From an optimization exercise on the open Yosys and OpenROAD flow, aimed at small area, a short achievable clock period and few clock cycles; shortcuts taken in it are not production practice. Only simulation tests tie the RTL to the original design; equivalence was not proved. No activity file was given, so power comes from the tool's default toggle rates. No driver is modelled on the clock port, so clocking that relies on it looks cheaper here than on a real chip.

## the previous run
## ash_rx
module ash_rx (
    input  wire       clk,
    input  wire       rst,
    input  wire       in_valid,
    input  wire [7:0] in_byte,
    output wire       in_ready,
    output wire       out_valid,
    input  wire       out_ready,
    output wire [4:0] out_tag,
    output wire [7:0] out_data,
    output wire       out_last
);
For scale: ~2500 cells after synthesis, roughly 28 I/O pins.
clock: 8.0 ns
lec_check: 0
abc_area: 1
cap_margin: 20
core_margin: 2
core_utilization: 60
slew_margin: 20
standard.sh (not shown) runs the stock make flow with config.mk's settings and CLKGATE_MAP_FILE= SYNTH_SCRIPT=/design/flow/synth_recipe.tcl, a recipe that flattens the netlist after the stock synthesis.
==> flow/flow/run.sh <==
#!/bin/bash
# The standard layout (standard.sh: the standard synthesis and the ORFS
# steps to finish), with two changes: clock tree synthesis is run without
# dummy loads, and timing repair aims at a setup slack margin of 5.45 ns.
# Everything the steps print goes to standard.log here; ORFS keeps each
# step's own log under orfs/logs/.
set -euo pipefail
export CTS_ARGS="-sink_clustering_enable -repair_clock_nets -dont_use_dummy_load -sink_clustering_size 30 -sink_clustering_max_diameter 70"
export SETUP_SLACK_MARGIN=5.45
bash standard.sh > standard.log 2>&1
Testbench counts of the previous run, summed over its fixed seeds: cycles 9,879.
Changes in the current run relative to the previous run:
# the previous run
export LEC_CHECK = 0
export ABC_AREA = 1
export CAP_MARGIN = 20
export CORE_MARGIN = 2
export CORE_UTILIZATION = 60
export SLEW_MARGIN = 20
create_clock -name core_clock -period 8.0 [get_ports {clk}]
# the current run
export LEC_CHECK = 0
export ABC_AREA = 1
export CAP_MARGIN = 20
export CORE_MARGIN = 2
export CORE_UTILIZATION = 70
export SLEW_MARGIN = 20
create_clock -name core_clock -period 8.0 [get_ports {clk}]
==> run summary <==
- Compared with the previous run, the current run shows a first-iteration DRC count that is 294 higher.
- [the current run] combinational cell fraction of total power fell 0.2 points relative to the previous run
- Placement-stage cell area: the current run < the previous run
- Between the previous run and the current run, the flow reports number of fill cells decreasing by more than a quarter.


== v6 ==
Starting RTL as in the previous note.
==> flow/design.v (excerpt) <==
module ash_rx (
    input  wire       clk,
    input  wire       rst,
    input  wire       in_valid,
    input  wire [7:0] in_byte,
    output wire       in_ready,
    output wire       out_valid,
    input  wire       out_ready,
    output wire [4:0] out_tag,
    output wire [7:0] out_data,
    output wire       out_last
);
Settings: LEC_CHECK=0, CAP_MARGIN=20, CORE_MARGIN=2, CORE_UTILIZATION=40, SLEW_MARGIN=20; clock period 8.0 ns.
==> flow/flow/run.sh <==
#!/bin/bash
# The standard layout (standard.sh: the standard synthesis and the ORFS
# steps to finish), with two changes: clock tree synthesis is run without
# dummy loads, and timing repair aims at a setup slack margin of 5.45 ns.
# Everything the steps print goes to standard.log here; ORFS keeps each
# step's own log under orfs/logs/.
set -euo pipefail
export CTS_ARGS="-sink_clustering_enable -repair_clock_nets -dont_use_dummy_load -sink_clustering_size 35 -sink_clustering_max_diameter 70"
export SETUP_SLACK_MARGIN=5.45
bash standard.sh > standard.log 2>&1
Testbench counts of v6, summed over its fixed seeds: cycles 9,879.
Inputs modified between v6 and v7:
-- flow/flow/run.sh --
<<< v6, line 8
export CTS_ARGS="-sink_clustering_enable -repair_clock_nets -dont_use_dummy_load -sink_clustering_size 35 -sink_clustering_max_diameter 70"
>>> v7, line 8
export CTS_ARGS="-sink_clustering_enable -repair_clock_nets -dont_use_dummy_load -sink_clustering_size 30 -sink_clustering_max_diameter 70"
==> run summary <==
Ratio of final minimum period to clock period down 0.18 points in v7 wrt v6. The multi-input combinational cell area on v7 is in line with that on v6. From v6 to v7 the numbers moved as follows: met2 routing resource usage after global routing picked up an extra 0.16 points; sequential share of layout area lost 0.34 points; total detailed-routing wirelength picked up an extra 280 microns. Internal power contribution delta (v7 − v6): unfavourable. On aggregate global-route resource usage, v7 tracks v6 almost exactly. Post-CTS clock slew at the launch and capture registers of the worst setup and hold paths: lower on v7. Taking v6 as the reference point, the total power of v7 rises by 1.2%. From v6 to v7 the numbers moved as follows: time the final worst path needs with I/O delays and setup lower; critical path's largest stage delay now sits lower.

## afterwards: timing with drivers on the ports
The flow's constraints put no driver on any port. The routed layouts listed below were extracted and timed again, unchanged, in two steps. Step 1: set_driving_cell puts a clkbuf_16 on clk and a buf_2 on each other input, an assumption about the parent block. Step 2 also shifts input and output timing later by t, the mid clock arrival at the registers, as if the neighbouring blocks saw the same clock. a / b / c = ideal ports / drivers / drivers and shift; a / b = the first two.
run	shift t [ns]	setup WS [ns]	clock arrival spread, ns	slew at the worst register clock pin (ns)	cell pins on the clock port's net
the previous run	0.653	5.358 / 5.299 / 4.866	0.103 / 0.103	0.10 / 0.10	1
the current run	0.639	5.358 / 5.300 / 4.854	0.082 / 0.082	0.11 / 0.11	1
v6	0.657	5.276 / 5.216 / 4.817	0.078 / 0.078	0.12 / 0.12	1
v7	0.665	5.291 / 5.231 / 4.779	0.073 / 0.072	0.10 / 0.10	1
After both steps every run listed still meets setup and hold. For v7, which loses most, drivers alone change the setup slack by -0.060 ns; drivers and shift together by -0.512 ns.
